Background: an optimization exercise with open tools, aiming at small area, a short achievable clock period and few clock cycles. Do not read the settings as production practice.
RTL that was checked went through simulation tests only; none was proved equivalent to the original.
For runs 1, 4 and 5, only the layout was checked, not whether the RTL still works.
No activity file was given, so power comes from the tool's default toggle rates.

==> design.v <==
module pcwlc_core (
    input  wire        clk,
    input  wire        rst,
    input  wire        host_we,
    input  wire [2:0]  host_addr,
    input  wire [63:0] host_wdata,
    output wire [31:0] status,
    output wire [63:0] res,
    output wire [63:0] res2,
    output wire [31:0] erraddr,
    output reg         port_req,
    output reg         port_we,
    output reg  [1:0]  port_size,     
    output reg  [16:0] port_addr,
    output wire [31:0] port_wdata,
    input  wire        port_ack,
    input  wire [1:0]  port_fail,     
    input  wire [31:0] port_rdata,
    input  wire [63:0] now
);
    localparam [2:0] C_OK      = 3'd0;
    localparam [2:0] C_NOTFND  = 3'd1;
    localparam [2:0] C_ALIGN   = 3'd2;
    localparam [2:0] C_RANGE   = 3'd3;
    localparam [2:0] C_UNSUP   = 3'd4;
    localparam [2:0] C_IOFAIL  = 3'd5;
    localparam [2:0] C_ILLEGAL = 3'd6;
    localparam [4:0] OP_CFG_READ   = 5'h01;
    localparam [4:0] OP_CFG_WRITE  = 5'h02;
    localparam [4:0] OP_FIND_STD   = 5'h03;
    localparam [4:0] OP_FIND_EXT   = 5'h04;
    localparam [4:0] OP_ENABLE     = 5'h05;
    localparam [4:0] OP_DISABLE    = 5'h06;
    localparam [4:0] OP_RETRAIN    = 5'h07;
    localparam [4:0] OP_SET_SPEED  = 5'h08;
    localparam [4:0] OP_READ_STAT  = 5'h09;
    localparam [4:0] OP_WAIT_TRAIN = 5'h0A;
    localparam [4:0] OP_HOT_RESET  = 5'h0B;
    localparam [4:0] OP_SET_BITS   = 5'h0C;
    localparam [4:0] S_IDLE  = 5'd0;
    localparam [4:0] S_FIN   = 5'd1;    
    localparam [4:0] S_CFGR  = 5'd2;
    localparam [4:0] S_CFGW  = 5'd3;
    localparam [4:0] S_ST    = 5'd4;    
    localparam [4:0] S_HT    = 5'd5;    
    localparam [4:0] S_PTR   = 5'd6;    
    localparam [4:0] S_ENT   = 5'd7;    
    localparam [4:0] S_EXT   = 5'd8;    
    localparam [4:0] S_RMWR  = 5'd9;    
    localparam [4:0] S_RMWW  = 5'd10;   
    localparam [4:0] S_CAP   = 5'd11;
    localparam [4:0] S_LC2R  = 5'd12;
    localparam [4:0] S_LC2W  = 5'd13;
    localparam [4:0] S_LS    = 5'd14;
    localparam [4:0] S_HRHT  = 5'd15;   
    localparam [4:0] S_POLL  = 5'd16;   
    localparam [4:0] S_PCMP  = 5'd20;   
    localparam [4:0] S_POLL2 = 5'd18;   
    localparam [4:0] S_SLP0  = 5'd19;   
    localparam [4:0] S_SLP1  = 5'd21;   
    localparam [4:0] S_SLEEP = 5'd17;   
    localparam [7:0] PCIE_CAP_ID = 8'h10;
    reg [63:0] opa, opb;
    reg        busy, done, pf;
    reg [2:0]  code;
    reg [1:0]  iokind;
    reg        errv;        
    reg        resv;        
    reg        res1;        
    reg [63:0] res_q;       
    reg        dl_hi_n;     
    reg [2:0]  rs2c;        
    reg [4:0]  state;
    reg [4:0]  op;
    reg [1:0]  wc;
    reg        f;
    reg [15:0] imm;         
    reg        again;
    reg [11:0] cur;
    reg [8:0]  trip;        
    reg [63:0] lop;         
    reg        pz;          
    reg [64:0] wake_n;      
    assign port_wdata = res_q[31:0];
    assign status  = {22'd0, iokind & {2{done}}, 1'b0, code & {3{done}}, 1'b0, pf, done, busy};
    assign erraddr = {15'd0, port_addr & {17{errv & done}}};
    assign res     = (res_q & {64{resv}}) | {63'd0, res1};
    reg [15:0] res2_hi;
    always @(*) begin
        case (rs2c)
            3'd1:    res2_hi = 16'h4004;
            3'd2:    res2_hi = 16'h4014;
            3'd3:    res2_hi = 16'h4020;
            3'd4:    res2_hi = 16'h4030;
            3'd5:    res2_hi = 16'h4040;
            3'd6:    res2_hi = 16'h4050;
            default: res2_hi = 16'h0000;
        endcase
    end
    assign res2 = {res2_hi, 48'd0};
    wire [31:0] cw    = host_wdata[31:0];
    wire [4:0]  c_op  = cw[4:0];
    wire [1:0]  c_w   = cw[6:5];
    wire        c_f   = cw[7];
    wire        c_k   = cw[8];
    wire [15:0] c_imm = cw[31:16];
    wire        cmd_go = host_we && host_addr == 3'd0 && !busy;
    reg c_legal;
    always @(*) begin
        case (c_op)
            OP_CFG_READ, OP_CFG_WRITE: c_legal = (cw[15:7] == 9'd0);
            OP_FIND_STD:               c_legal = (cw[31:24] == 8'd0) && (cw[15:5] == 11'd0);
            OP_FIND_EXT:               c_legal = (cw[15:5] == 11'd0);
            OP_ENABLE, OP_DISABLE, OP_READ_STAT, OP_WAIT_TRAIN, OP_HOT_RESET:
                                       c_legal = (cw[31:5] == 27'd0);
            OP_RETRAIN:                c_legal = (cw[31:8] == 24'd0) && (c_w == 2'd0);
            OP_SET_SPEED:              c_legal = (cw[31:9] == 23'd0) && (c_w == 2'd0);
            OP_SET_BITS:               c_legal = (cw[15:8] == 8'd0) && (c_w == 2'd0);
            default:                   c_legal = 1'b0;
        endcase
    end
    wire c_misaligned = (c_w == 2'd1) ? c_imm[0] :
                        (c_w[1])      ? (c_imm[1:0] != 2'd0) : 1'b0;
    reg  c_out_of_range;
    always @(*) begin
        case (c_w)
            2'd0:    c_out_of_range = (opa[63:8]  != 56'd0);
            2'd1:    c_out_of_range = (opa[63:16] != 48'd0);
            2'd2:    c_out_of_range = (opa[63:32] != 32'd0);
            default: c_out_of_range = 1'b0;
        endcase
    end
    reg       speed_ok;
    reg [2:0] speed_code;
    always @(*) begin
        speed_ok   = 1'b1;
        speed_code = 3'd0;
        if (!c_k) begin
            if (opa[63:3] == 61'd0 && opa[2:0] != 3'd0 && opa[2:0] != 3'd7)
                speed_code = opa[2:0];
            else
                speed_ok = 1'b0;
        end else begin
            case (opa)
                64'h4004000000000000: speed_code = 3'd1;
                64'h4014000000000000: speed_code = 3'd2;
                64'h4020000000000000: speed_code = 3'd3;
                64'h4030000000000000: speed_code = 3'd4;
                64'h4040000000000000: speed_code = 3'd5;
                64'h4050000000000000: speed_code = 3'd6;
                default:              speed_ok   = 1'b0;
            endcase
        end
    end
    wire        ext_none  = (opa[63:9] == 55'd0) && (opa[8:0] < 9'h104);
    wire [12:0] cs_clamp  = (opa[63:12] != 52'd0) ? 13'd4096 : {1'b0, opa[11:0]};
    wire [12:0] cs_above  = cs_clamp - 13'd256;
    wire [8:0]  ext_trip1 = (cs_above[12:3] == 10'd0) ? 9'd0 : cs_above[11:3] - 9'd1;
    reg        c_req;
    reg [2:0]  c_code;
    reg        c_errv;
    reg [4:0]  c_state;
    reg [16:0] c_addr;
    reg [1:0]  c_size;
    always @(*) begin
        c_req   = 1'b0;
        c_code  = C_OK;
        c_errv  = 1'b0;
        c_state = S_FIN;
        c_addr  = 17'h006;
        c_size  = 2'd1;
        case (c_op)
            OP_CFG_READ, OP_CFG_WRITE: begin
                c_addr = {1'b0, c_imm};
                c_size = c_w[1] ? 2'd2 : c_w;
                if (c_misaligned) begin
                    c_code = C_ALIGN;
                    c_errv = 1'b1;
                end else if (c_op[1] && c_out_of_range) begin
                    c_code = C_RANGE;
                end else begin
                    c_req   = 1'b1;
                    c_state = c_op[1] ? S_CFGW : S_CFGR;
                end
            end
            OP_FIND_EXT: begin
                c_addr = 17'h100;
                c_size = 2'd2;
                if (ext_none) begin
                    c_code = C_NOTFND;
                end else begin
                    c_req   = 1'b1;
                    c_state = S_EXT;
                end
            end
            OP_HOT_RESET: begin
                c_addr  = 17'h00E;
                c_size  = 2'd0;
                c_req   = 1'b1;
                c_state = S_HRHT;
            end
            default: begin    
                if (c_op == OP_SET_SPEED && !speed_ok) begin
                    c_code = C_RANGE;
                end else begin
                    c_req   = 1'b1;
                    c_state = S_ST;
                end
            end
        endcase
        if (!c_legal) begin
            c_req   = 1'b0;
            c_code  = C_ILLEGAL;
            c_errv  = 1'b0;
            c_state = S_FIN;
        end
    end
    reg  [63:0] now_q;
    always @(posedge clk) now_q <= now;
    reg  [64:0] add_b;
    reg         add_c;
    always @(*) begin
        if (state == S_PCMP) begin
            add_b = {dl_hi_n, lop};
            add_c = 1'b1;
        end else if (state == S_POLL2 || state == S_SLP1 || state == S_SLEEP) begin
            add_b = wake_n;
            add_c = 1'b1;
        end else if (state == S_POLL) begin
            add_b = {1'b0, res_q};
            add_c = 1'b0;
        end else begin
            add_b = {1'b0, lop};
            add_c = 1'b0;
        end
    end
    localparam integer AW = 66;
    localparam integer AL = 7;                  
    wire [AW-1:0] ad_a = {2'b0, now_q};
    wire [AW-1:0] ad_b = {1'b0, add_b};
    wire [AW-1:0] ad_p = ad_a ^ ad_b;
    wire [AW-1:0] ad_g = (ad_a & ad_b) | {{(AW-1){1'b0}}, ad_p[0] & add_c};
    wire [AW-1:0] sk_g [0:AL];
    wire [AW-1:0] sk_p [0:AL];
    assign sk_g[0] = ad_g;
    assign sk_p[0] = ad_p;
    genvar bl, bi;
    generate
        for (bl = 0; bl < AL; bl = bl + 1) begin : g_lvl
            for (bi = 0; bi < AW; bi = bi + 1) begin : g_bit
                if ((bi >> bl) % 2 == 1) begin : g_node
                    assign sk_g[bl+1][bi] = sk_g[bl][bi] | (sk_p[bl][bi] & sk_g[bl][((bi >> bl) << bl) - 1]);
                    assign sk_p[bl+1][bi] = sk_p[bl][bi] & sk_p[bl][((bi >> bl) << bl) - 1];
                end else begin : g_copy
                    assign sk_g[bl+1][bi] = sk_g[bl][bi];
                    assign sk_p[bl+1][bi] = sk_p[bl][bi];
                end
            end
        end
    endgenerate
    wire [AW-1:0] ad_cy = sk_g[AL];             
    wire [65:0]   nsum  = ad_p ^ {ad_cy[AW-2:0], add_c};
    reg         past;
    always @(posedge clk) past <= nsum[65];
    wire        lop_zero  = pz;
    wire        ack  = port_req && port_ack;
    wire        okk  = (port_fail == 2'd0);
    wire [31:0] rd   = port_rdata;
    wire is_std   = (op == OP_FIND_STD);
    wire is_rs    = (op == OP_READ_STAT);
    wire is_lsop  = (op == OP_READ_STAT) || (op == OP_WAIT_TRAIN);
    wire is_cap   = (op == OP_SET_SPEED) && !again;
    wire [7:0] walk_id = is_std ? imm[7:0] : PCIE_CAP_ID;
    reg [15:0] rmw_set, rmw_clr;
    always @(*) begin
        rmw_set = 16'd0;
        rmw_clr = 16'd0;
        case (op)
            OP_ENABLE:    rmw_clr = 16'h0010;
            OP_DISABLE:   rmw_set = 16'h0010;
            OP_RETRAIN:   if (again) rmw_clr = 16'h0020; else rmw_set = 16'h0020;
            OP_SET_SPEED: if (again) rmw_set = 16'h0020;           
                          else begin                               
                              rmw_set = {13'd0, imm[2:0]};
                              rmw_clr = 16'h000F;
                          end
            OP_HOT_RESET: if (again) rmw_clr = 16'h0040; else rmw_set = 16'h0040;
            OP_SET_BITS:  if (f) rmw_set = imm; else rmw_clr = imm;
            default:      ;
        endcase
    end
    wire [7:0] base_off = is_lsop ? 8'h12 : is_cap ? 8'h02 : 8'h10;
    wire [8:0] base_adr = {1'b0, cur[7:0]} + {1'b0, base_off};
    wire [4:0] base_st  = is_lsop ? S_LS : is_cap ? S_CAP : S_RMWR;
    wire [15:0] ls       = rd[15:0];
    wire [3:0]  ls_sc    = ls[3:0];
    wire        ls_known = (ls_sc >= 4'd1) && (ls_sc <= 4'd6);
    wire [31:0] ls_res   = {ls, 3'd0, ls[13], ls[11], ls[9:4], ls_known, ls_sc};
    wire [12:0] cs_m4    = lop[12:0] - 13'd4;
    wire        cs_big   = (lop[63:13] != 51'd0) || (cs_m4[12]);
    wire [11:0] nx       = rd[31:20];
    wire        cs_over  = !cs_big && (nx > cs_m4[11:0]);
    wire [16:0] addr_p4  = port_addr + 17'd4;
    wire [16:0] addr_lc2 = port_addr + 17'h2E;    
    wire ent_ff    = (rd[7:0] == 8'hFF);
    wire ent_match = (rd[7:0] == walk_id);
    wire ent_next  = (trip != 9'd0) && (rd[15:14] != 2'd0);
    wire ext_dead  = (rd == 32'h00000000) || (rd == 32'hFFFFFFFF);
    wire ext_match = (rd[15:0] == imm);
    wire ext_bad   = (nx[11:8] == 4'd0) || (nx == cur) || (trip == 9'd0) || cs_over;
    wire ext_mis   = (nx[1:0] != 2'd0);
    wire cfg_more  = (wc == 2'd3) && !again;
    reg       cont;
    reg [2:0] a_code;
    reg       a_errv;
    reg       a_resv;
    reg [4:0] a_state;
    always @(*) begin
        cont    = 1'b0;
        a_code  = C_OK;
        a_errv  = 1'b0;
        a_resv  = 1'b0;
        a_state = state;
        case (state)
            S_CFGR: begin
                cont   = cfg_more;
                a_resv = 1'b1;
            end
            S_CFGW: cont = cfg_more;
            S_ST: begin
                cont    = rd[4];
                a_code  = C_NOTFND;
                a_state = S_HT;
            end
            S_HT: begin
                cont    = (rd[6:1] == 6'd0) || (rd[6:0] == 7'd2);
                a_code  = C_NOTFND;
                a_state = S_PTR;
            end
            S_PTR: begin
                cont    = (rd[7:6] != 2'd0);
                a_code  = C_NOTFND;
                a_state = S_ENT;
            end
            S_ENT: begin
                if (!ent_ff && ent_match) begin
                    cont    = !is_std && !cur[0];
                    a_code  = is_std ? C_OK : C_ALIGN;
                    a_errv  = !is_std;
                    a_resv  = is_std;
                    a_state = base_st;
                end else begin
                    cont    = !ent_ff && ent_next;
                    a_code  = C_NOTFND;
                end
            end
            S_EXT: begin
                if (ext_dead) begin
                    a_code = C_NOTFND;
                end else if (ext_match) begin
                    a_resv = 1'b1;
                end else if (ext_bad) begin
                    a_code = C_NOTFND;
                end else begin
                    cont   = !ext_mis;
                    a_code = C_ALIGN;
                    a_errv = 1'b1;
                end
            end
            S_RMWR: begin
                cont    = 1'b1;
                a_state = S_RMWW;
            end
            S_RMWW: begin
                cont    = ((op == OP_RETRAIN && f) || op == OP_HOT_RESET) && !again;
                a_state = S_RMWR;
            end
            S_CAP: begin
                cont    = (rd[3:1] != 3'd0);
                a_code  = C_UNSUP;
                a_state = S_LC2R;
            end
            S_LC2R: begin
                cont    = 1'b1;
                a_state = S_LC2W;
            end
            S_LC2W: begin
                cont    = f;
                a_state = S_ST;
            end
            S_LS: begin
                a_resv  = is_rs;
            end
            S_HRHT: begin
                cont    = (rd[6:0] == 7'd1);
                a_code  = C_UNSUP;
                a_state = S_RMWR;
            end
            default: ;
        endcase
    end
    wire poll  = (state == S_LS) && !is_rs && ls[11];
    wire hsleep = (state == S_RMWW) && (op == OP_HOT_RESET) && !again && !lop_zero;
    always @(posedge clk) begin
        if (rst) begin
            opa      <= 64'd0;
            opb      <= 64'd0;
            busy     <= 1'b0;
            done     <= 1'b0;
            pf       <= 1'b0;
            resv     <= 1'b0;
            res1     <= 1'b0;
            rs2c     <= 3'd0;
            errv     <= 1'b0;
            state    <= S_IDLE;
            port_req <= 1'b0;
        end else begin
            if (host_we && host_addr == 3'd2) opa <= host_wdata;
            if (host_we && host_addr == 3'd3) opb <= host_wdata;
            if (host_we && host_addr == 3'd0 && busy) pf <= 1'b1;
            if (cmd_go) begin
                busy     <= 1'b1;
                done     <= 1'b0;
                resv     <= 1'b0;
                res1     <= 1'b0;
                rs2c     <= 3'd0;
                errv     <= c_errv;
                code     <= c_code;
                iokind   <= 2'd0;
                port_req <= c_req;
                state    <= c_state;
            end else if (state == S_FIN) begin
                busy  <= 1'b0;
                done  <= 1'b1;
                state <= S_IDLE;
            end else if (state == S_POLL) begin
                state <= S_PCMP;
            end else if (state == S_PCMP) begin
                state <= S_POLL2;
            end else if (state == S_SLP0) begin
                state <= S_SLP1;
            end else if (state == S_SLP1) begin
                state <= S_SLEEP;
            end else if (state == S_POLL2) begin
                if (past) begin
                    code  <= C_OK;
                    busy  <= 1'b0;
                    done  <= 1'b1;
                    state <= S_IDLE;
                end else if (lop_zero) begin
                    port_req <= 1'b1;
                    state    <= S_ST;
                end else begin
                    state <= S_SLEEP;
                end
            end else if (state == S_SLEEP) begin
                if (past) begin
                    port_req <= 1'b1;
                    state    <= (op == OP_HOT_RESET) ? S_RMWR : S_ST;
                end
            end else if (ack) begin
                if (!okk) begin
                    port_req <= 1'b0;
                    code     <= C_IOFAIL;
                    iokind   <= port_fail;
                    errv     <= 1'b1;
                    busy     <= 1'b0;
                    done     <= 1'b1;
                    state    <= S_IDLE;
                end else if (poll) begin
                    port_req <= 1'b0;
                    state    <= S_POLL;
                end else if (hsleep) begin
                    port_req <= 1'b0;
                    state    <= S_SLP0;
                end else begin
                    port_req <= cont;
                    busy     <= cont;
                    done     <= !cont;
                    code     <= a_code;
                    errv     <= a_errv && !cont;
                    resv     <= a_resv && !cont;
                    res1     <= (state == S_LS) && !is_rs && !cont;
                    state    <= cont ? a_state : S_IDLE;
                    if (state == S_LS && is_rs)
                        rs2c <= ls_known ? ls_sc[2:0] : 3'd0;
                end
            end
        end
    end
    reg first;    
    always @(posedge clk) begin
        first <= !busy;
        if (!busy) begin
            op    <= c_op;
            wc    <= c_w;
            f     <= c_f;
            imm   <= (c_op == OP_SET_SPEED) ? {13'd0, speed_code} : c_imm;
            lop   <= opa;
            pz    <= (opa == 64'd0);
            again <= 1'b0;
            cur   <= 12'h100;
            trip  <= ext_trip1;
            port_we   <= (c_op == OP_CFG_WRITE);
            port_size <= c_size;
        end
        if (busy && first && op == OP_WAIT_TRAIN) begin
            lop     <= ~nsum[63:0];
            dl_hi_n <= ~nsum[64];
            res_q   <= opb;
            pz      <= (opb == 64'd0);
        end
        if (cmd_go) begin
            port_addr   <= c_addr;
            res_q[31:0] <= opa[31:0];
        end
        case (state)
            S_CFGR: begin
                if (!again) res_q[31:0] <= rd;
                if (wc == 2'd3) begin
                    if (again) res_q[63:32] <= rd;
                end else begin
                    res_q[63:32] <= 32'd0;
                    res_q[31:0]  <= (wc == 2'd0) ? {24'd0, rd[7:0]} :
                                    (wc == 2'd1) ? {16'd0, rd[15:0]} : rd;
                end
            end
            S_ENT: if (is_std) res_q <= {56'd0, cur[7:0]};
            S_EXT: res_q <= {52'd0, cur};
            S_RMWR, S_LC2R: res_q[31:0] <= {16'd0, (rd[15:0] & ~rmw_clr) | rmw_set};
            S_LS: if (is_rs) res_q <= {32'd0, ls_res};
            default: ;
        endcase
        if (state == S_POLL || state == S_SLP0)
            wake_n <= ~nsum[64:0];
        if (ack && okk) begin
            case (state)
                S_CFGR: begin
                    again     <= 1'b1;
                    port_addr <= addr_p4;
                end
                S_CFGW: begin
                    again       <= 1'b1;
                    port_addr   <= addr_p4;
                    res_q[31:0] <= lop[63:32];
                end
                S_ST: begin
                    port_addr <= 17'h00E;
                    port_size <= 2'd0;
                end
                S_HT: begin
                    port_addr <= rd[1] ? 17'h014 : 17'h034;
                end
                S_PTR: begin
                    cur       <= {4'd0, rd[7:0]};
                    trip      <= 9'd47;
                    port_addr <= {9'd0, rd[7:2], 2'b00};
                    port_size <= 2'd1;
                end
                S_ENT: begin
                    cur       <= {4'd0, rd[15:8]};
                    trip      <= trip - 9'd1;
                    port_addr <= ent_match ? {8'd0, base_adr} : {9'd0, rd[15:10], 2'b00};
                end
                S_EXT: begin
                    cur       <= nx;
                    trip      <= trip - 9'd1;
                    port_addr <= {5'd0, nx};
                end
                S_RMWR: begin
                    port_we <= 1'b1;
                end
                S_RMWW: begin
                    again   <= 1'b1;
                    port_we <= 1'b0;
                end
                S_CAP: begin
                    port_addr <= addr_lc2;
                end
                S_LC2R: begin
                    port_we <= 1'b1;
                end
                S_LC2W: begin
                    again     <= 1'b1;
                    port_we   <= 1'b0;
                    port_addr <= 17'h006;
                end
                S_HRHT: begin
                    port_addr <= 17'h03E;
                    port_size <= 2'd1;
                end
                S_LS: begin
                    port_addr <= 17'h006;
                end
                default: ;
            endcase
        end
    end
endmodule
==> flow/run.sh <==
#!/bin/bash
# Layout flow: the standard flow (standard.sh: the standard synthesis,
# then ORFS to the routed layout) with two layout settings changed:
#  - the port buffers are buf_4 cells instead of the delay buffers that
#    buffer_ports picks by default;
#  - the resizer may change a cell's footprint when it sizes cells
#    (MATCH_CELL_FOOTPRINT=0), so timing repair can upsize freely.
# The output of the whole run goes to standard.log in the work folder; ORFS
# keeps each step's log under orfs/logs/.
set -euo pipefail
bash standard.sh MATCH_CELL_FOOTPRINT=0 \
    "BUFFER_PORTS_ARGS=-buffer_cell sky130_fd_sc_hd__buf_4" \
    finish > standard.log 2>&1
==> standard.sh <==
#!/bin/bash
# synth_recipe.tcl (not shown) runs the flow's synth.tcl, then flattens the netlist and writes it again
# the make line also repeats each setting of config.mk as NAME=value (left out here)
make -C /OpenROAD-flow-scripts/flow DESIGN_CONFIG=/design/flow/config.mk WORK_HOME=/design/flow/orfs CLKGATE_MAP_FILE= SYNTH_SCRIPT=/design/flow/synth_recipe.tcl "${@:-finish}"
==> config.mk <==
export PLATFORM = sky130hd
export DESIGN_NAME = pcwlc_core
export DESIGN_NICKNAME = pcwlc_core
export VERILOG_FILES = /design/flow/design.v
export SDC_FILE = /design/flow/constraint.sdc
export NUM_CORES = 4
export LEC_CHECK = 0
export CAP_MARGIN = 20
export CORE_MARGIN = 2
export CORE_UTILIZATION = 40
export SETUP_SLACK_MARGIN = 4
export SLEW_MARGIN = 20
==> constraint.sdc <==
create_clock -name core_clock -period 8.0 [get_ports {clk}]
set_input_delay 1.6000 -clock core_clock [delete_from_list [all_inputs] [get_ports {clk}]]
set_output_delay 1.6000 -clock core_clock [all_outputs]
set_load 0.01 [all_outputs]
==> summary.txt, run 1 <==
status complete, no violations; Yosys reg bits 475; worst vdd ir 0.1375 mV; IO Count 414; XOR/XNOR Fraction of Synth Area 3.536%; largest net degree at the start of global routing 75; RSZ-0062 raised after global routing true; FP Rows 96; Synth Warn # 1; DR pass1 iterations 8; H-tree Lvls 2; vias in the first global route 24700; WP buf/inv 6; worst skew pair latency 660 ps; Yosys top cell by area dfxtp_1; CP Data Arrival Time 4910 ps; Core ar. 68590 um2; largest family of logic cells by synthesized area simple AND/OR/NAND/NOR gates; Final Hold Vio Count 0; CP cell instances buf_12 -> nor2_4 -> nand2_4 -> nor3_4 -> buf_6 -> clkbuf_16 -> buf_8 -> mux2i_1 -> a21oi_1 -> ha_1 -> nand4_1 -> nor4_4 -> nand3_4 -> a2111oi_4 -> buf_4 -> o21ai_2 -> a31oi_1 -> nor2_2 -> buf_6 -> o21bai_4 -> xnor2_1 -> mux2_4; minimum clock period 4503 ps; Max clock buf depth 3; EDFF count, synth 162; Final setup viols 0; CTS Root Cell clkbuf_16; Initial Util 40.44%; Nets 3849; post-route ant nets 0; pwr/cell area 205.0 nW/um2; crit share post-route 56.29%; Simple-Gate Fraction of Synth Area 21.33%; vias per cell 5.892; cell count after placement 4358; HPWL Detailed 83880 um; TritonCTS clock tree built; Mapped Area 27740 um2; Num CTS Buffers 54; initial antenna violation count 7; Rel. slew slack 33.39%; Final TNS setup 0 ps; most numerous cell in the Yosys netlist nand2_1; Pleak 13.79 nW; DRT iter0 DRCs 3174; Layout Skew 35.54 ps; Synth top area share 22.59%; max-slew violations 0; Critical-path top delay cell ha_1; Reg clk slew, reported paths 60 ps; worst endpoint required time 8410 ps; top cells by count, synth nand2_1, a21oi_1, dfxtp_1; Crit path max-delay family simple AND/OR/NAND/NOR gates; Tot GR Track Use 31.79%; Final Power 0.006952 W; first-pass GRT wire length 167000 um; fraction of layout cells with a size suffix above 1 20.04%; Buffers on Ports 315; worst-path fanout max 5; grt total ovfl 0; WL/cell 25.82 um; main flop type after synthesis dfxtp_1; Worst Path Class, Setup reg2reg; Most common cell on crit path buf_6; Finished Layout Cells 4566; Final Routed Wirelength 117900 um; Die X 267.3 um; mux cell area share after synthesis 4.894%; total of max-cap violations 0; compound-cell area share of the yosys netlist 18.24%; Syn Inst Count 3320; Yosys cell types 94; post-synthesis sequential area ratio 40.13%; GPL Wtd Cong 0.9990; Post-route DRC 0; HP Class reg2reg; CP Capture Type flip-flop; Max Freq 222.1 MHz; via count 26900; asr flop ratio synth 0%; # clock sinks 475; Max stage delay on crit path 400 ps; fin util 49.45%; Die ar. 71470 um2; top cells by area, synth dfxtp_1, edfxtp_1, nand2_1; die span in y 267.3 um; Post-Synth Adder-Cell Area 4.429%; Synth Area per Inst 8.355 um2; P&R area growth vs syn 22.27%; Worst-Margin Slew 999.2 ps; Critical Path Start Type flip-flop
[layer usage]
| layer | up-vias | global-route usage, % | share of wire [%] |
|---|---|---|---|
| li1 | 12150 | - | - |
| met1 | 12890 | 41.04 | 39 |
| met2 | 1488 | 49.16 | 44 |
| met3 | 368 | 6.804 | 9.9 |
| met4 | 10 | 18.17 | 6.6 |
| met5 | - | 0 | 0.054 |
[what timing repair did]
action | CTS | global route
resized for setup | 65 | 105
gates cloned | 8 | 1
endpoints found under the setup margin | 139 | 120
pin swaps | 38 | 73
buffers inserted | 55 | 39
hold buffers | 0 | 0
[final cells by class]
| cell class | count | area, um2 |
|---|---|---|
| fill | 6594 | 34670 |
| clock inverter | 30 | 292.8 |
| inverter | 61 | 237.7 |
| multi-input combinational | 2536 | 15720 |
| sequential | 475 | 11140 |
| timing repair buffer | 458 | 3801 |
| tap | 931 | 1165 |
| antenna | 3 | 7.507 |
| clock buffer | 72 | 1553 |
[flip-flops by register name, summed over array words and instances (netlist names), 3 cells and up]
register and cells:
code 3, cur 12, imm 16, lop 64
now_q 64, op 5, opa 64, opb 64
port_addr 17, res_q 64, rs2c 3, state 5
trip 9, wake_n 65
[cells by family (layout without fill, tap and decap cells)]
logic type	Yosys count	count (layout)
XOR/XNOR	112	112
AND/OR/NAND/NOR	1285	1285
adder cells (fa/ha/maj)	94	94
flip-flops	475	475
multiplexers	132	132
other	1	101
buffers and inverters	406	621
AO/OA/AOI/OAI	815	815
[layout by cell type (no fill, tap or decap), types with 68 or more instances in the layout]
cell	instances
and2_1	92
nand2_1	584
nor2_1	222
o21ai_0	111
ha_1	82
edfxtp_1	162
a21oi_1	367
conb_1	98
xnor2_1	68
dfxtp_1	309
mux2i_1	103
buf_4	418
[power by group]
part           switching, W  internal (W)
logic              0.000795      0.000584
clock network       0.00109       0.00150
registers          0.000315       0.00267
total               0.00220       0.00475
[through the flow]
step | hold WS [ps] | worst slack [ps] | area, um2
after floorplan | 438.0 | 3862 | 28360
after global placement | 459.2 | 2232 | 30320
after detailed placement | 461.7 | 2113 | 30320
after CTS | 469.4 | 3589 | 33100
after global routing | 486.2 | 3308 | 33910
final | 468.7 | 3497 | 33920
[worst reg2reg max path, stage by stage (launching register included)]
cell and delay (ps):
dfxtp_4 350, buf_12 120, nor2_4 120, nand2_4 70
nor3_4 260, buf_6 140, clkbuf_16 150, buf_8 140
mux2i_1 210, a21oi_1 100, ha_1 400, nand4_1 230
nor4_4 340, nand3_4 160, a2111oi_4 320, buf_4 200
o21ai_2 60, a31oi_1 220, nor2_2 90, buf_6 140
o21bai_4 130, xnor2_1 100, mux2_4 250
[final timing paths]
path	start	endpoint	slack, ps	cells past startpoint
setup / recovery	state[2]	lop[61]	3500	22
hold / removal	opb[48]	opb[48]	470	2
setup reg to reg	state[2]	lop[61]	3500	22
hold reg to reg	opb[48]	opb[48]	470	2
==> inputs of run 2 (changes only) <==
--- a/design.v
+++ b/design.v
@@ -56,6 +56,4 @@
     localparam [4:0] S_POLL  = 5'd16;   
-    localparam [4:0] S_PCMP  = 5'd20;   
     localparam [4:0] S_POLL2 = 5'd18;   
     localparam [4:0] S_SLP0  = 5'd19;   
-    localparam [4:0] S_SLP1  = 5'd21;   
     localparam [4:0] S_SLEEP = 5'd17;   
@@ -217,24 +215,11 @@
     end
-    reg  [63:0] now_q;
-    always @(posedge clk) now_q <= now;
-    reg  [64:0] add_b;
-    reg         add_c;
-    always @(*) begin
-        if (state == S_PCMP) begin
-            add_b = {dl_hi_n, lop};
-            add_c = 1'b1;
-        end else if (state == S_POLL2 || state == S_SLP1 || state == S_SLEEP) begin
-            add_b = wake_n;
-            add_c = 1'b1;
-        end else if (state == S_POLL) begin
-            add_b = {1'b0, res_q};
-            add_c = 1'b0;
-        end else begin
-            add_b = {1'b0, lop};
-            add_c = 1'b0;
-        end
-    end
+    reg  [4:0]  st_nx;      
+    reg         sel_d, sel_w, sel_p;
+    wire [64:0] add_b = sel_w ? wake_n :
+                        sel_p ? {1'b0, res_q} :
+                                {dl_hi_n & sel_d, lop};
+    wire        add_c = sel_w | sel_d;
     localparam integer AW = 66;
     localparam integer AL = 7;                  
-    wire [AW-1:0] ad_a = {2'b0, now_q};
+    wire [AW-1:0] ad_a = {2'b0, now};
     wire [AW-1:0] ad_b = {1'b0, add_b};
@@ -404,2 +389,3 @@
     always @(posedge clk) begin
+        st_nx = state;
         if (rst) begin
@@ -414,3 +400,3 @@
             errv     <= 1'b0;
-            state    <= S_IDLE;
+            st_nx    = S_IDLE;
             port_req <= 1'b0;
@@ -430,3 +416,3 @@
                 port_req <= c_req;
-                state    <= c_state;
+                st_nx    = c_state;
             end else if (state == S_FIN) begin
@@ -434,11 +420,7 @@
                 done  <= 1'b1;
-                state <= S_IDLE;
+                st_nx    = S_IDLE;
             end else if (state == S_POLL) begin
-                state <= S_PCMP;
-            end else if (state == S_PCMP) begin
-                state <= S_POLL2;
+                st_nx    = S_POLL2;
             end else if (state == S_SLP0) begin
-                state <= S_SLP1;
-            end else if (state == S_SLP1) begin
-                state <= S_SLEEP;
+                st_nx    = S_SLEEP;
             end else if (state == S_POLL2) begin
@@ -448,8 +430,8 @@
                     done  <= 1'b1;
-                    state <= S_IDLE;
+                    st_nx    = S_IDLE;
                 end else if (lop_zero) begin
                     port_req <= 1'b1;
-                    state    <= S_ST;
+                    st_nx    = S_ST;
                 end else begin
-                    state <= S_SLEEP;
+                    st_nx    = S_SLEEP;
                 end
@@ -458,3 +440,3 @@
                     port_req <= 1'b1;
-                    state    <= (op == OP_HOT_RESET) ? S_RMWR : S_ST;
+                    st_nx    = (op == OP_HOT_RESET) ? S_RMWR : S_ST;
                 end
@@ -468,9 +450,9 @@
                     done     <= 1'b1;
-                    state    <= S_IDLE;
+                    st_nx    = S_IDLE;
                 end else if (poll) begin
                     port_req <= 1'b0;
-                    state    <= S_POLL;
+                    st_nx    = S_POLL;
                 end else if (hsleep) begin
                     port_req <= 1'b0;
-                    state    <= S_SLP0;
+                    st_nx    = S_SLP0;
                 end else begin
@@ -483,3 +465,3 @@
                     res1     <= (state == S_LS) && !is_rs && !cont;
-                    state    <= cont ? a_state : S_IDLE;
+                    st_nx    = cont ? a_state : S_IDLE;
                     if (state == S_LS && is_rs)
@@ -489,2 +471,6 @@
         end
+        state <= st_nx;
+        sel_d <= (st_nx == S_POLL);
+        sel_w <= (st_nx == S_POLL2) || (st_nx == S_SLP0) || (st_nx == S_SLEEP);
+        sel_p <= (st_nx == S_LS);
     end
@@ -533,3 +519,3 @@
         endcase
-        if (state == S_POLL || state == S_SLP0)
+        if (state == S_LS || state == S_RMWW)
             wake_n <= ~nsum[64:0];
==> summary.txt, run 2 <==
status complete, no violations; IO Count 414; Synth Warn # 1; DRT iter0 DRCs 3638; hold_buf cts 0; commonest non-fill, non-tap cell in the layout nand2_1; TritonCTS clock tree built; main flop type after synthesis dfxtp_1; initial antenna violation count 5; Gate power share 21.5%; HP Start res1; Clk pwr share 36.0%; first-pass GRT wire length 162000 um; die span in y 263.4 um; HPWL Detailed 79430 um; worst-path fanout max 4; Num CTS Buffers 47; WL/cell 25.12 um; hold depth 2; DR pass1 iterations 9; WP buf/inv 5; Synth top area share 18.74%; CP Capture Type flip-flop; Reg clk slew, reported paths 60 ps; Die ar. 69400 um2; Core ar. 66920 um2; Yosys top cell by area dfxtp_1; Rel. slew slack 25.91%; cell depth of the worst flop-to-flop path 16; Die X 263.4 um; top cells by count, synth nand2_1, a21oi_1, dfxtp_1; Max stage delay on crit path 400 ps; worst vdd ir 0.1356 mV; Worst-Margin Slew 1111 ps; Final Routed Wirelength 112100 um; flop-to-flop setup slack 3770 ps; Pleak 12.85 nW; top cells by area, synth dfxtp_1, edfxtp_1, nand2_1; most numerous cell in the Yosys netlist nand2_1; pwr/cell area 194.4 nW/um2; Post-route DRC 0; largest net degree at the start of global routing 109; vias in the first global route 24120; Syn Inst Count 3350; Final TNS setup 0 ps; CP cell instances buf_8 -> inv_8 -> fa_2 -> fa_2 -> nor2b_4 -> o31a_1 -> o21a_1 -> o211ai_1 -> buf_4 -> a211oi_4 -> buf_6 -> o2111ai_4 -> o31ai_4 -> buf_6 -> a21oi_2 -> xor2_1 -> mux2_4; Yosys cell types 80; Mapped Area 26920 um2; via count 26710; P&R area growth vs syn 19.52%; minimum clock period 4330 ps; Final setup viols 0; CP Data Arrival Time 4700 ps; Finished Layout Cells 4463; most frequent cells in the layout nand2_1, buf_4, a21oi_1; Worst Path Class, Setup in2reg; Layout Skew 36.98 ps; CTS Root Cell clkbuf_16; max-slew violations 0; EDFF count, synth 162; # clock sinks 414; asr flop ratio synth 0%; Initial Util 40.23%; Internal 0.004221 W; cell count after placement 4304; sw power 0.002036 W; Setup crit start now[0]; worst endpoint required time 8370 ps; Synth Area per Inst 8.037 um2; post-synthesis sequential area ratio 36.80%; fillers 6526; Final Hold Vio Count 0; Yosys reg bits 414; FP Rows 95; crit share post-route 54.13%; RSZ-0062 raised after global routing true; Hold Worst Slack 459.1 ps; Sw Ratio 32.53%; vias per cell 5.985; Min-Delay Endpoint res1; Max clock buf depth 3; final setup margin 3670 ps; sequential cell fraction of total power 42.5%; Largest Register wake_n; Crit path max-delay family compound AO/OA/AOI/OAI gates; max FFs per register 65; Critical-path top delay cell fa_2; worst skew pair latency 620 ps; grt total ovfl 0; Max Freq 230.9 MHz; total of max-cap violations 0; HP Class reg2reg; GPL Wtd Cong 0.9992; capturing point of the worst reg2reg path dl_hi_n; Critical Path Start Type input pin; Tot GR Track Use 30.82%; r2r startpoint sel_p; Nets 3812; Buffers on Ports 315; post-route ant nets 0; dpl ws 2352 ps; H-tree Lvls 2; fraction of layout cells with a size suffix above 1 18.42%
-- run 2: cell count changes after synthesis, sizes merged, moves of 9 or more --
| cell | previous run | this run |
|---|---|---|
| and2 | 95 | 104 |
| o22ai | 21 | 40 |
| nor2 | 231 | 203 |
| xnor2 | 77 | 65 |
| a21oi | 381 | 294 |
| xor2 | 35 | 45 |
| buf | 162 | 172 |
| o21ai | 135 | 201 |
| a22oi | 17 | 47 |
| dfxtp | 313 | 252 |
| clkbuf | 183 | 197 |
| nand3 | 63 | 73 |
| nand2 | 592 | 629 |
-- run 2: worst max path at each step --
stage	endpoint	slack (ps)	depth (start not counted)
after floorplan	lop[62]	3380	13
after global placement	lop[62]	2420	14
after detailed placement	lop[62]	2350	14
after CTS	lop[57]	3760	17
after global routing	lop[59]	3590	17
final	lop[59]	3670	17
-- run 2: kinds of logic after synthesis --
| group | synth area share, % |
|---|---|
| multiplexers | 4.805 |
| other | 0.01393 |
| adder cells (fa/ha/maj) | 4.563 |
| flip-flops | 36.80 |
| XOR/XNOR | 3.578 |
| AND/OR/NAND/NOR | 23.11 |
| AO/OA/AOI/OAI | 19.24 |
| buffers and inverters | 7.891 |
-- run 2: metal layers --
layer / up-vias / GRT usage [%] / part of all wire (%)
met5: - / 0 / 0.038
met3: 317 / 8.213 / 11
li1: 12150 / - / -
met1: 12600 / 41.72 / 40
met4: 6 / 13.53 / 5.1
met2: 1639 / 45.98 / 43
-- run 2: stage by stage --
| step | util (%) | total power, W | area, um2 |
|---|---|---|---|
| floorplan | - | 0.003408 | 27420 |
| detailed placement | 43.83 | 0.003900 | 29330 |
| finish | 48.09 | 0.006257 | 32180 |
| global placement | 43.83 | 0.003896 | 29330 |
| global route | 48.08 | 0.006461 | 32180 |
| CTS | 47.01 | 0.006152 | 31460 |
-- run 2: worst reg2reg max path: stages, from the launching register on --
cell and delay [ps]:
dfxtp_4 450, buf_4 150, buf_12 180, mux2i_1 290
o21ai_0 120, ha_1 410, and3_1 270, and2_1 190
a221oi_2 320, o221a_2 250, o21ai_2 160, o2111ai_4 350
o31ai_4 120, a21oi_2 250, o211ai_1 140, ha_1 300
inv_2 30
-- run 2: what timing repair did --
item	CTS	global route
pin swaps	38	50
resized for setup	57	91
endpoints found under the setup margin	115	93
setup buffers	36	33
-- run 2: final cells by class --
type	count	area [um2]	share of cell area, %
multi-input cells	2605	15980	49.66
well taps	873	1092	3.394
clock buffers	73	1418	4.405
diodes	2	5.005	0.01555
repair buffers	422	3373	10.48
clock inverters	15	158.9	0.4938
flip-flops and latches	414	9921	30.83
inverters	59	231.5	0.7193
-- run 2: power by group through the flow --
stage | sequential (W) | combinational, W | clock, W
floorplan | 0.00249 | 0.000914 | 0
global placement | 0.00268 | 0.00121 | 0
CTS | 0.00264 | 0.00126 | 0.00226
detailed placement | 0.00268 | 0.00122 | 0
finish | 0.00266 | 0.00135 | 0.00225
global route | 0.00266 | 0.00146 | 0.00234
Testbench counts of run 2, summed over its fixed seeds: cycles 67,760.
==> inputs of run 3 (changes only) <==
--- a/design.v
+++ b/design.v
@@ -286,3 +286,11 @@
     wire [11:0] nx       = rd[31:20];
-    wire        cs_over  = !cs_big && (nx > cs_m4[11:0]);
+    function gt12(input [11:0] a, input [11:0] b);
+        integer k;
+        begin
+            gt12 = 1'b0;
+            for (k = 0; k < 12; k = k + 1)
+                gt12 = (a[k] & ~b[k]) | (~(a[k] ^ b[k]) & gt12);
+        end
+    endfunction
+    wire        cs_over  = !cs_big && gt12(nx, cs_m4[11:0]);
     wire [16:0] addr_p4  = port_addr + 17'd4;
==> summary.txt, run 3 <==
flop-to-flop setup slack 3890 ps; Max clock buf depth 3; CP Data Arrival Time 4510 ps; Die X 263.2 um; crit path to lop[61]; asr flop ratio synth 0%; Final setup viols 0; worst vdd ir 0.1710 mV; worst endpoint required time 8360 ps; crit share post-route 51.90%; Final Power 0.005528 W; dpl ws 2553 ps; Buffers on Ports 315; CP Capture Type flip-flop; Yosys reg bits 414; max-slew violations 0; Post-route DRC 0; Final Routed Wirelength 116900 um; die span in y 263.2 um; main flop type after synthesis dfxtp_1; largest net degree at the start of global routing 81; Synth Warn # 1; fraction of layout cells with a size suffix above 1 17.96%; Num CTS Buffers 46; # clock sinks 414; Final Hold Vio Count 0; FP Rows 95; TritonCTS clock tree built; worst-path fanout max 6; grt total ovfl 0; top cells by count, synth nand2_1, a21oi_1, dfxtp_1; minimum clock period 4152 ps; Core ar. 66800 um2; max FFs per register 65; status complete, no violations; GPL Wtd Cong 0.9908; Worst Path Class, Setup in2reg; commonest non-fill, non-tap cell in the layout nand2_1; Setup crit start now[40]; fillers 6636; P&R area growth vs syn 18.88%; WL/cell 26.49 um; via count 26740; most frequent cells in the layout nand2_1, buf_4, a21oi_1; worst skew pair latency 620 ps; Mapped Area 26870 um2; Worst-Margin Slew 1175 ps; Syn Inst Count 3298; hold_buf cts 0; capturing point of the worst reg2reg path lop[61]; Yosys top cell by area dfxtp_1; Final TNS setup 0 ps; Yosys cell types 94; DR pass1 iterations 10; most numerous cell in the Yosys netlist nand2_1; Reg clk slew, reported paths 60 ps; Synth Area per Inst 8.147 um2; vias in the first global route 24010; Critical Path Start Type input pin; final setup margin 3848 ps; HP Class reg2reg; Nets 3760; r2r startpoint sel_p; Pleak 12.95 nW; total of max-cap violations 0; cell depth of the worst flop-to-flop path 14; HPWL Detailed 84310 um; initial antenna violation count 7; Layout Skew 43.58 ps; EDFF count, synth 162; final instance area 31940 um2; top cells by area, synth dfxtp_1, edfxtp_1, nand2_1; Tot GR Track Use 32.36%; Initial Util 40.22%; H-tree Lvls 2; Largest Register wake_n; RSZ-0062 raised after global routing true; vias per cell 6.057; post-route ant nets 0; Synth top area share 18.78%; Max Freq 240.8 MHz; first-pass GRT wire length 168200 um; Placement Cell Area 29350 um2; DRT iter0 DRCs 3546; IO Count 414; CTS Root Cell clkbuf_16; post-synthesis sequential area ratio 36.88%; pwr/cell area 173.1 nW/um2; Die ar. 69260 um2; Rel. slew slack 20.95%
## run 3: changes by cell type after synthesis, moves of 16 or more
cell / change
nand2_1: -18
a31oi_1: +16
o21ai_0: -56
nor2_1: +38
a21oi_1: +25
xor2_1: +23
and2_1: -19
xnor2_1: -27
o22ai_1: -29
a22oi_1: -29
## run 3: per-layer routing
metal  track usage, %  part of all wire [%]  up-vias  wire length, um
met4            13.37                   4.6        2             5379
met1            44.58                    41    12850            48510
met3            7.997                    11      284            12970
li1                 -                     -    12020                -
met5                0                 0.011        -               13
met2            48.28                    43     1583            50070
## run 3: critical path: stages
cell      delay (ps)
buf_4            110
ha_1             400
and4_1           350
and2_2           270
nand4_1          230
a211oi_4         510
nor3_4           140
o21ai_4          210
buf_6            160
a21oi_2           60
xor2_1           180
mux2_2           270
## run 3: logic make-up after synthesis
kind of cell,Yosys count,synth area share [%]
xor+xnor,106,3.455
mux,137,5.267
other cells,1,0.01396
compound gates,809,19.14
buf+inv,410,7.609
fa+ha+maj,93,4.526
simple gates,1328,23.10
flops,414,36.88
## run 3: layout make-up
class / instances / area (um2) / area share [%]
well taps: 873 / 1092 / 3.420
clock inverters: 12 / 108.9 / 0.3408
diodes: 5 / 12.51 / 0.03917
flip-flops and latches: 414 / 9918 / 31.05
clock buffers: 74 / 1339 / 4.191
multi-input cells: 2571 / 16000 / 50.09
repair buffers: 405 / 3237 / 10.13
inverters: 60 / 234.0 / 0.7325
## run 3: worst min path at each step
stage	from	endpoint	slack, ps	cells past startpoint
3_5_place_dp	opb[27]	opb[27]	460	2
2_1_floorplan	pf	pf	440	2
4_1_cts	opb[27]	opb[27]	470	2
3_3_place_gp	opb[52]	opb[52]	460	2
5_1_grt	opb[23]	opb[23]	490	2
6_report	opa[35]	opa[35]	480	2
## run 3: where the power goes
part	internal, W	switching (W)	total, W	leakage [nW]
sequential	0.00230	0.000181	0.00248	3.75
clock	0.00116	0.000938	0.00210	0.703
combinational	0.000387	0.000569	0.000956	8.50
total	0.00384	0.00169	0.00553	12.9
## run 3: timing repair
| item | 4_1_cts | 5_1_grt |
|---|---|---|
| setup buffers | 32 | 21 |
| gates cloned | 0 | 0 |
| pin swaps | 30 | 50 |
| endpoints found under the setup margin | 84 | 73 |
| gates resized for setup | 69 | 69 |
## run 3: per-stage QoR
step | cells | hold WS [ps] | utilization (%)
final | 4414 | 475.2 | 47.82
after global routing | 4410 | 489.3 | 47.80
after CTS | 4388 | 472.6 | 47.04
after detailed placement | 4270 | 464.3 | 43.93
after global placement | 4270 | 460.4 | 43.93
after floorplan | 3395 | 438.0 | -
Testbench counts of run 3, summed over its fixed seeds: cycles 67,760.
==> inputs of run 4 (changes only) <==
--- a/design.v
+++ b/design.v
@@ -220,3 +220,2 @@
                                 {dl_hi_n & sel_d, lop};
-    wire        add_c = sel_w | sel_d;
     localparam integer AW = 66;
@@ -226,3 +225,3 @@
     wire [AW-1:0] ad_p = ad_a ^ ad_b;
-    wire [AW-1:0] ad_g = (ad_a & ad_b) | {{(AW-1){1'b0}}, ad_p[0] & add_c};
+    wire [AW-1:0] ad_g = ad_a & ad_b;
     wire [AW-1:0] sk_g [0:AL];
@@ -246,5 +245,5 @@
     wire [AW-1:0] ad_cy = sk_g[AL];             
-    wire [65:0]   nsum  = ad_p ^ {ad_cy[AW-2:0], add_c};
+    wire [65:0]   nsum  = ad_p ^ {ad_cy[AW-2:0], 1'b0};
     reg         past;
-    always @(posedge clk) past <= nsum[65];
+    always @(posedge clk) past <= nsum[65] | (&ad_p[64:0]);
     wire        lop_zero  = pz;
==> summary.txt, run 4 <==
sw power 0.001689 W; main flop type after synthesis dfxtp_1; Final TNS setup 0 ps; RSZ-0062 raised after global routing true; Initial Util 40.61%; post-route ant nets 0; hold depth 2; CP Data Arrival Time 4830 ps; largest net degree at the start of global routing 82; Pleak 12.83 nW; Die X 262.8 um; Final Power 0.005599 W; Worst Path Class, Setup reg2reg; Critical Path Start Type flip-flop; Final Hold Vio Count 0; Simple-Gate Fraction of Synth Area 23.13%; Synth Warn # 1; Tot GR Track Use 31.73%; Die ar. 69070 um2; vias in the first global route 23860; vias per cell 5.994; IO Count 414; total of max-cap violations 0; largest family of logic cells by synthesized area simple AND/OR/NAND/NOR gates; Syn Inst Count 3291; Buffers on Ports 315; Max Freq 230.1 MHz; crit share post-route 54.33%; Yosys reg bits 414; Clk pwr share 38.5%; Nets 3749; Finished Layout Cells 4391; sequential cell fraction of total power 44.2%; Sw Ratio 30.18%; P&R area growth vs syn 18.67%; status complete, no violations; Largest Register wake_n; max-slew violations 0; mux cell area share after synthesis 5.347%; Core ar. 65980 um2; CTS Root Cell clkbuf_16; HP Class reg2reg; capturing point of the worst reg2reg path sel_p; Mapped Area 26790 um2; Num CTS Buffers 46; Post-route DRC 0; die span in y 262.8 um; Max clock buf depth 3; XOR/XNOR Fraction of Synth Area 3.596%; TritonCTS clock tree built; commonest non-fill, non-tap cell in the layout nand2_1; HPWL Detailed 82290 um; # clock sinks 414; Rel. slew slack 20.98%; via count 26320; fraction of layout cells with a size suffix above 1 17.68%; pwr/cell area 176.1 nW/um2; most numerous cell in the Yosys netlist nand2_1; DR pass1 iterations 8; Worst-Margin Slew 1174 ps; Reg clk slew, reported paths 60 ps; Post-Synth Adder-Cell Area 4.558%; CP Capture Type flip-flop; most frequent cells in the layout nand2_1, buf_4, a21oi_1; FP Rows 94; Final Routed Wirelength 114700 um; Yosys top cell by area dfxtp_1; worst-path fanout max 2; initial antenna violation count 8; worst skew pair latency 610 ps; dpl ws 2629 ps; fillers 6470; cell count after placement 4254; Final setup viols 0; top cells by area, synth dfxtp_1, edfxtp_1, nand2_1; fin util 48.19%; grt total ovfl 0; hold_buf cts 0; worst endpoint required time 8480 ps; Synth top area share 18.83%; cell depth of the worst flop-to-flop path 14; GPL Wtd Cong 0.9854; flop-to-flop setup slack 3650 ps; Min-Delay Endpoint opa[43]; Layout Skew 30.46 ps; final setup margin 3653 ps; WL/cell 26.11 um; asr flop ratio synth 0%; compound-cell area share of the yosys netlist 18.92%; minimum clock period 4347 ps; first-pass GRT wire length 164900 um; H-tree Lvls 2; Yosys cell types 91; post-synthesis sequential area ratio 36.99%; Internal 0.003909 W; EDFF count, synth 162; top cells by count, synth nand2_1, a21oi_1, dfxtp_1; DRT iter0 DRCs 3394; worst vdd ir 0.1627 mV; Gate power share 17.3%; HP Start opa[43]; r2r startpoint lop[6]; max FFs per register 65; Synth Area per Inst 8.141 um2
-- run 4: changes by cell type after synthesis, sizes merged, moves of 8 or more --
cell    change
a31oi      -13
xnor2      +25
and2       +18
xor2       -21
a22oi      +11
a21o       -11
nor2b      -19
inv         -9
nor3        +8
a21oi      -41
a221oi     -13
a211oi     +28
nand3       +9
o21ai      +38
-- run 4: critical path, cell delays in order, from the launching register on --
cell and delay (ps):
edfxtp_1 400, or4_4 550, or3_4 360, or2_4 240
xor2_1 140, ha_1 280, and2_4 140, a221oi_2 250
o21ai_1 110, o211a_1 280, nand4bb_4 240, o31ai_4 250
or4b_4 500, a21o_1 190, nor4b_2 320
-- run 4: worst max-delay path by stage --
stage	from	cells past startpoint	slack [ps]	end
4_1_cts	lop[6]	14	3620	sel_p
3_5_place_dp	now[41]	11	2630	lop[53]
3_3_place_gp	now[41]	11	2700	lop[53]
6_report	lop[6]	14	3650	sel_p
5_1_grt	lop[6]	14	3540	sel_p
2_1_floorplan	now[0]	11	3400	lop[53]
-- run 4: final cells by class --
cell class | count | area [um2] | share of cell area [%]
antenna | 4 | 10.01 | 0.03148
clock buffer | 58 | 1259 | 3.959
clock inverter | 27 | 227.7 | 0.7162
inverter | 49 | 191.4 | 0.6021
multi-input combinational | 2576 | 15910 | 50.05
sequential | 414 | 9918 | 31.20
tap | 864 | 1081 | 3.400
timing repair buffer | 399 | 3196 | 10.05
-- run 4: logic make-up (layout without fill, tap and decap cells) --
| group | after synthesis | after routing |
|---|---|---|
| other | 1 | 102 |
| multiplexers | 139 | 139 |
| adder cells (fa/ha/maj) | 94 | 94 |
| AND/OR/NAND/NOR | 1332 | 1332 |
| AO/OA/AOI/OAI | 803 | 803 |
| buffers and inverters | 398 | 533 |
| XOR/XNOR | 110 | 110 |
| flip-flops | 414 | 414 |
-- run 4: metrics by stage --
step                cell area (um2)  hold WS, ps
floorplan                     27280        438.0
global placement              29260        458.6
detailed placement            29260        465.5
CTS                           31280        474.3
global route                  31790        496.9
finish                        31790        474.6
-- run 4: repair_timing --
item,CTS,global route
pin swaps,16,35
endpoints found under the setup margin,117,70
setup buffers,24,23
hold endpoints to repair,0,0
gates resized for setup,55,62
-- run 4: layer usage --
metal  global-route usage [%]  up-vias  share of wire [%]
met4                    14.02        4                5.0
met1                    43.82    12450                 42
met2                    46.89     1571                 42
met3                    7.693      303                 11
met5                        0        -              0.020
li1                         -    11990                  -
-- run 4: power groups by stage --
| stage | Combinational [W] | Clock [W] | Sequential [W] |
|---|---|---|---|
| floorplan | 0.000611 | 0 | 0.00241 |
| global placement | 0.000872 | 0 | 0.00251 |
| detailed placement | 0.000874 | 0 | 0.00251 |
| CTS | 0.000914 | 0.00217 | 0.00246 |
| global route | 0.00104 | 0.00224 | 0.00248 |
| finish | 0.000967 | 0.00216 | 0.00248 |
==> inputs of run 5 (changes only) <==
--- a/flow/run.sh
+++ b/flow/run.sh
@@ -3,4 +3,5 @@
 # then ORFS to the routed layout) with two layout settings changed:
-#  - the port buffers are buf_4 cells instead of the delay buffers that
-#    buffer_ports picks by default;
+#  - the port buffers are buf_1 cells instead of the delay buffers that
+#    buffer_ports picks by default; timing repair upsizes the ones on
+#    critical paths;
 #  - the resizer may change a cell's footprint when it sizes cells
@@ -11,3 +12,3 @@
 bash standard.sh MATCH_CELL_FOOTPRINT=0 \
-    "BUFFER_PORTS_ARGS=-buffer_cell sky130_fd_sc_hd__buf_4" \
+    "BUFFER_PORTS_ARGS=-buffer_cell sky130_fd_sc_hd__buf_1" \
     finish > standard.log 2>&1
==> summary.txt, run 5 <==
Final setup viols 0; FP Rows 94; Reg clk slew, reported paths 60 ps; IO Count 414; area occupied by multi-input gates 16010 um2; Rel. slew slack 23.56%; Synth Warn # 1; CP Data Arrival Time 4690 ps; Initial Util 40.61%; minimum clock period 4303 ps; Simple-Gate Fraction of Synth Area 23.13%; main flop type after synthesis dfxtp_1; worst endpoint required time 8390 ps; Final Hold Vio Count 0; Die X 262.8 um; final instance area 31140 um2; Synth Area per Inst 8.141 um2; P&R area growth vs syn 16.23%; Yosys cell types 91; Placement Cell Area 28300 um2; die span in y 262.8 um; pwr/cell area 187.9 nW/um2; Nets 3778; r2r startpoint lop[5]; Synth top area share 18.83%; GPL Wtd Cong 0.9918; Post-route DRC 0; status complete, no violations; max FFs per register 65; Yosys top cell by area dfxtp_1; Finished Layout Cells 4421; mux cell area share after synthesis 5.347%; initial antenna violation count 8; Core ar. 65980 um2; Layout Skew 66.76 ps; Die ar. 69070 um2; cell count after placement 4284; Buffers on Ports 315; HPWL Detailed 82310 um; most numerous cell in the Yosys netlist nand2_1; post-synthesis sequential area ratio 36.99%; CP Capture Type flip-flop; first-pass GRT wire length 165500 um; Reg area 9921 um2; # clock sinks 414; flop-to-flop setup slack 3730 ps; DRT iter0 DRCs 3801; Setup crit start now[0]; top cells by count, synth nand2_1, a21oi_1, dfxtp_1; Syn Inst Count 3291; post-route ant nets 0; via count 26970; XOR/XNOR Fraction of Synth Area 3.596%; EDFF count, synth 162; Worst-Margin Slew 1147 ps; capturing point of the worst reg2reg path sel_p; HP Class reg2reg; Final Power 0.005851 W; largest net degree at the start of global routing 87; Critical Path Start Type input pin; largest family of logic cells by synthesized area simple AND/OR/NAND/NOR gates; fraction of layout cells with a size suffix above 1 10.19%; asr flop ratio synth 0%; DR pass1 iterations 9; WL/cell 26.12 um; Final Routed Wirelength 115500 um; vias in the first global route 24420; Worst Path Class, Setup in2reg; Post-Synth Adder-Cell Area 4.558%; hold_buf cts 0; Largest Register wake_n; H-tree Lvls 2; Final TNS setup 0 ps; most frequent cells in the layout nand2_1, buf_1, a21oi_1; top cells by area, synth dfxtp_1, edfxtp_1, nand2_1; worst vdd ir 0.1506 mV; worst skew pair latency 650 ps; total of max-cap violations 0; grt total ovfl 0; compound-cell area share of the yosys netlist 18.92%; Max Freq 232.4 MHz; Max clock buf depth 3; CTS Root Cell clkbuf_16; fillers 6456; Hold Worst Slack 473.5 ps; crit share post-route 53.78%; Mapped Area 26790 um2; Num CTS Buffers 47; max-slew violations 0; crit path to lop[53]; worst-path fanout max 6; TritonCTS clock tree built; vias per cell 6.100; RSZ-0062 raised after global routing true; Pleak 11.87 nW; commonest non-fill, non-tap cell in the layout nand2_1; cell depth of the worst flop-to-flop path 14; Yosys reg bits 414; Tot GR Track Use 31.85%
[run 5: cell types whose count changed in the layout (fill, tap and decap cells not counted), moves of 4 or more]
cell / previous run / this run
xor2_2: 0 / 4
xor2_1: 47 / 43
bufinv_16: 3 / 10
buf_6: 8 / 12
clkinv_1: 10 / 5
buf_1: 0 / 310
o21ai_1: 13 / 8
buf_4: 378 / 89
[run 5: final cells by class]
cell class | instances | share of cell area [%]
inverter | 49 | 0.5946
multi-input combinational | 2576 | 51.42
timing repair buffer | 427 | 7.095
sequential | 414 | 31.86
clock inverter | 34 | 1.579
tap | 864 | 3.471
antenna | 3 | 0.02411
clock buffer | 54 | 3.961
[run 5: cell families after synthesis]
group / count (synthesis)
AO/OA/AOI/OAI: 803
other: 1
multiplexers: 139
buffers and inverters: 398
AND/OR/NAND/NOR: 1332
XOR/XNOR: 110
flip-flops: 414
adder cells (fa/ha/maj): 94
[run 5: how the worst min path moves through the flow]
| stage | from | end | slack, ps | depth (start not counted) |
|---|---|---|---|---|
| 2_1_floorplan | pf | pf | 440 | 2 |
| 3_3_place_gp | pf | pf | 460 | 2 |
| 5_1_grt | opb[38] | opb[38] | 490 | 2 |
| 6_report | opa[58] | opa[58] | 470 | 2 |
| 3_5_place_dp | opa[58] | opa[58] | 460 | 2 |
| 4_1_cts | opa[58] | opa[58] | 470 | 2 |
[run 5: timing repair]
item | CTS | global route
gates resized for setup | 74 | 64
buffers inserted | 31 | 15
pin swaps | 40 | 48
endpoints found under the setup margin | 100 | 62
[run 5: per-layer routing]
layer / GRT usage (%) / vias to the layer above / routed length [um]
met2: 47.72 / 1756 / 49250
met4: 13.98 / 10 / 5433
met5: 0 / - / 75
met1: 43.31 / 12820 / 46870
li1: - / 12050 / -
met3: 7.993 / 336 / 13850
[run 5: through the flow]
| stage | worst slack [ps] | utilization (%) |
|---|---|---|
| finish | 3697 | 47.20 |
| floorplan | 3396 | - |
| global route | 3618 | 47.20 |
| global placement | 2699 | 42.89 |
| detailed placement | 2649 | 42.89 |
| CTS | 3674 | 46.53 |
[run 5: report_power, final]
part           leakage, nW  internal, W  switching [W]
clock                0.833      0.00145        0.00101
sequential            3.74      0.00230       0.000179
combinational         7.29     0.000340       0.000575
total                 11.9      0.00408        0.00177
[run 5: worst max-delay path, cell delays in order]
cell,delay [ps]
buf_8,100
ha_4,150
fa_2,390
a211oi_2,240
o21ai_2,140
a2111oi_4,470
nor2_4,160
a2111oi_4,370
clkbuf_16,240
nor2_4,50
a221o_1,350
xnor2_2,150
mux2_2,260
==> inputs of run 6 (changes only) <==
--- a/design.v
+++ b/design.v
@@ -282,4 +282,5 @@
     wire [31:0] ls_res   = {ls, 3'd0, ls[13], ls[11], ls[9:4], ls_known, ls_sc};
-    wire [12:0] cs_m4    = lop[12:0] - 13'd4;
-    wire        cs_big   = (lop[63:13] != 51'd0) || (cs_m4[12]);
+    wire [12:0] c_cs_m4  = opa[12:0] - 13'd4;
+    reg  [11:0] cs_m4;
+    reg         cs_big;
     wire [11:0] nx       = rd[31:20];
@@ -293,3 +294,3 @@
     endfunction
-    wire        cs_over  = !cs_big && gt12(nx, cs_m4[11:0]);
+    wire        cs_over  = !cs_big && gt12(nx, cs_m4);
     wire [16:0] addr_p4  = port_addr + 17'd4;
@@ -479,5 +480,10 @@
         state <= st_nx;
-        sel_d <= (st_nx == S_POLL);
-        sel_w <= (st_nx == S_POLL2) || (st_nx == S_SLP0) || (st_nx == S_SLEEP);
-        sel_p <= (st_nx == S_LS);
+        sel_d <= !rst && ack && okk && poll;
+        sel_w <= !rst && ((state == S_POLL) || (state == S_SLP0) ||
+                          (state == S_POLL2 && !past && !lop_zero) ||
+                          (state == S_SLEEP && !past) ||
+                          (ack && okk && !poll && hsleep));
+        sel_p <= !rst && ((ack && okk && (state == S_ENT) && !ent_ff && ent_match &&
+                           is_lsop && !cur[0]) ||
+                          (state == S_LS && !ack));
     end
@@ -492,2 +498,4 @@
             lop   <= opa;
+            cs_m4  <= c_cs_m4[11:0];
+            cs_big <= (opa[63:13] != 51'd0) || c_cs_m4[12];
             pz    <= (opa == 64'd0);
--- a/config.mk
+++ b/config.mk
@@ -10,3 +10,3 @@
 export CORE_UTILIZATION = 40
-export SETUP_SLACK_MARGIN = 4
+export SETUP_SLACK_MARGIN = 4.5
 export SLEW_MARGIN = 20
==> summary.txt, run 6 <==
fraction of layout cells with a size suffix above 1 14.63%; # clock sinks 427; Post-Synth Adder-Cell Area 4.547%; cell depth of the worst flop-to-flop path 14; max-slew violations 0; first-pass GRT wire length 164500 um; Final Routed Wirelength 115700 um; XOR/XNOR Fraction of Synth Area 3.620%; Initial Util 40.63%; HP Start opa[45]; post-route ant nets 0; Max clock buf depth 3; pwr/cell area 207.8 nW/um2; worst skew pair latency 630 ps; sequential cell fraction of total power 42.8%; Clk pwr share 33.7%; CP cell instances buf_6 -> ha_4 -> fa_2 -> a211o_1 -> a21oi_2 -> o22a_2 -> a211oi_4 -> o211ai_1 -> buf_6 -> buf_12 -> nand2_8 -> buf_6 -> a21oi_2 -> xor2_1 -> mux2_4; Core ar. 66100 um2; CP Data Arrival Time 4250 ps; Pleak 12.33 nW; Num CTS Buffers 48; Simple-Gate Fraction of Synth Area 22.53%; most frequent cells in the layout nand2_1, buf_1, a21oi_1; RSZ-0062 raised after global routing true; area occupied by multi-input gates 16310 um2; top cells by count, synth nand2_1, a21oi_1, dfxtp_1; largest family of logic cells by synthesized area simple AND/OR/NAND/NOR gates; Tot GR Track Use 31.74%; Post-route DRC 0; minimum clock period 3873 ps; fillers 6388; commonest non-fill, non-tap cell in the layout nand2_1; Internal 0.004401 W; Synth Warn # 1; cell count after placement 4276; Die ar. 69230 um2; Synth Area per Inst 8.153 um2; via count 26850; DR pass1 iterations 9; compound-cell area share of the yosys netlist 18.03%; Reg clk slew, reported paths 60 ps; FP Rows 94; CP Capture Type flip-flop; WL/cell 25.77 um; hold depth 2; fin util 49.26%; worst endpoint required time 8380 ps; post-synthesis sequential area ratio 38.35%; most numerous cell in the Yosys netlist nand2_1; Most common cell on crit path buf_6; flop-to-flop setup slack 4130 ps; Max Freq 258.2 MHz; Nets 3848; Final setup viols 0; max FFs per register 65; Finished Layout Cells 4488; mux cell area share after synthesis 5.199%; vias per cell 5.982; GPL Wtd Cong 1.004; initial antenna violation count 10; top cells by area, synth edfxtp_1, dfxtp_1, nand2_1; TritonCTS clock tree built; IO Count 414; Yosys cell types 84; Max stage delay on crit path 370 ps; crit share post-route 48.41%; vias in the first global route 24070; Yosys reg bits 427; Layout Skew 39.76 ps; Final TNS setup 0 ps; Critical Path Start Type input pin; EDFF count, synth 175; Sw Ratio 34.94%; Gate power share 23.5%; Largest Register wake_n; CTS Root Cell clkbuf_16; Mapped Area 26860 um2; Yosys top cell by area edfxtp_1; worst vdd ir 0.1701 mV; sw power 0.002363 W; Min-Delay Endpoint opa[45]; largest net degree at the start of global routing 74; DRT iter0 DRCs 3373; final instance area 32560 um2; Synth top area share 19.57%; capturing point of the worst reg2reg path wake_n[64]; Final Hold Vio Count 0; H-tree Lvls 2; Hold Worst Slack 469.8 ps; HPWL Detailed 80750 um; Setup crit start now[0]; asr flop ratio synth 0%; Worst-Margin Slew 1081 ps; Placement Cell Area 28450 um2; r2r startpoint sel_p; Critical-path top delay cell fa_2; die span in y 263.1 um; P&R area growth vs syn 21.24%; status complete, no violations; hold_buf cts 0; grt total ovfl 0; Buffers on Ports 315; total of max-cap violations 0; Worst Path Class, Setup in2reg; HP Class reg2reg; Syn Inst Count 3294; main flop type after synthesis dfxtp_1; Reg area 10310 um2; worst-path fanout max 5; Die X 263.1 um; Rel. slew slack 27.92%
==> run 6: layout make-up <==
class / count / area share [%]
Tap cell: 864 / 3.320
Sequential cell: 427 / 31.67
Clock inverter: 23 / 0.7340
Timing Repair Buffer: 491 / 9.231
Antenna cell: 1 / 0.007686
Inverter: 66 / 0.8147
Clock buffer: 65 / 4.139
Multi-Input combinational cell: 2551 / 50.08
==> run 6: worst max-delay path, delay by kind of cell <==
family,cells,cell delay (ps)
adders and majority gates,2,520
buffers and inverters,4,540
muxes,1,260
xor gates and xnor gates,1,100
and+or+nand+nor,1,80
AOI/OAI and AO/OA,6,1150
==> run 6: how the worst max path moves through the flow <==
stage | end | slack [ps]
after global routing | dl_hi_n | 4050
final | lop[56] | 4130
after floorplan | dl_hi_n | 3820
after global placement | dl_hi_n | 2710
after CTS | dl_hi_n | 4100
after detailed placement | dl_hi_n | 2680
==> run 6: cell families (layout without fill, tap and decap cells) <==
group | count (synthesis) | after routing
muxes | 135 | 135
AOI/OAI and AO/OA | 784 | 786
buffers and inverters | 416 | 645
and+or+nand+nor | 1326 | 1327
other | 1 | 99
DFF | 427 | 427
adders and majority gates | 94 | 94
xor gates and xnor gates | 111 | 111
==> run 6: repair_timing <==
action                                  4_1_cts  5_1_grt
cloned                                        6        1
gates resized for setup                     201      151
endpoints found under the setup margin      182      137
setup buffers                                67       48
pin swaps                                    65       65
==> run 6: per-layer routing <==
| metal | track usage (%) | wire length (um) |
|---|---|---|
| met1 | 43.69 | 47080 |
| met2 | 47.19 | 49550 |
| met3 | 6.847 | 12560 |
| met4 | 15.18 | 6384 |
| met5 | 0 | 97 |
==> run 6: power groups by stage <==
stage               combinational (W)  clock [W]  sequential (W)
floorplan                     0.00107          0         0.00268
global placement              0.00135          0         0.00292
detailed placement            0.00136          0         0.00292
CTS                           0.00146    0.00229         0.00287
global route                  0.00171    0.00237         0.00290
finish                        0.00159    0.00228         0.00290
==> run 6: metrics by stage <==
step	setup WS (ps)	total power, W
6_report	4127	0.006764
3_5_place_dp	2683	0.004280
5_1_grt	4050	0.006977
4_1_cts	4102	0.006624
2_1_floorplan	3822	0.003757
3_3_place_gp	2708	0.004276
Testbench counts of run 6, summed over its fixed seeds: cycles 67,760.

-- what the ideal ports hide --
No port has a modelled driver above. Below, the same layouts with a new extraction and two added sets of constraints. Step 1 assumes that a clkbuf_16 drives the clock port and a buf_2 every other input. Step 2, shift: input delay + t, output delay - t, t = (earliest + latest rising clock arrival at the registers) / 2. This alone moves slack from input paths to output paths. a / b / c = no drivers / after step 1 / after step 2; a / b = the first two.
run	t, ns	setup slack, ns	worst setup path after step 2	pins driven straight from the clock port
run 1	0.708	3.497 / 3.497 / 3.431	input to register	1
run 2	0.662	3.670 / 3.674 / 3.012	input to register	1
run 3	0.664	3.848 / 3.879 / 3.215	input to register	1
run 4	0.657	3.653 / 3.653 / 3.070	input to register	1
run 5	0.685	3.697 / 3.724 / 3.039	input to register	1
run 6	0.670	4.127 / 4.128 / 3.483	input to register	1
After both steps setup and hold are still met in every run listed.
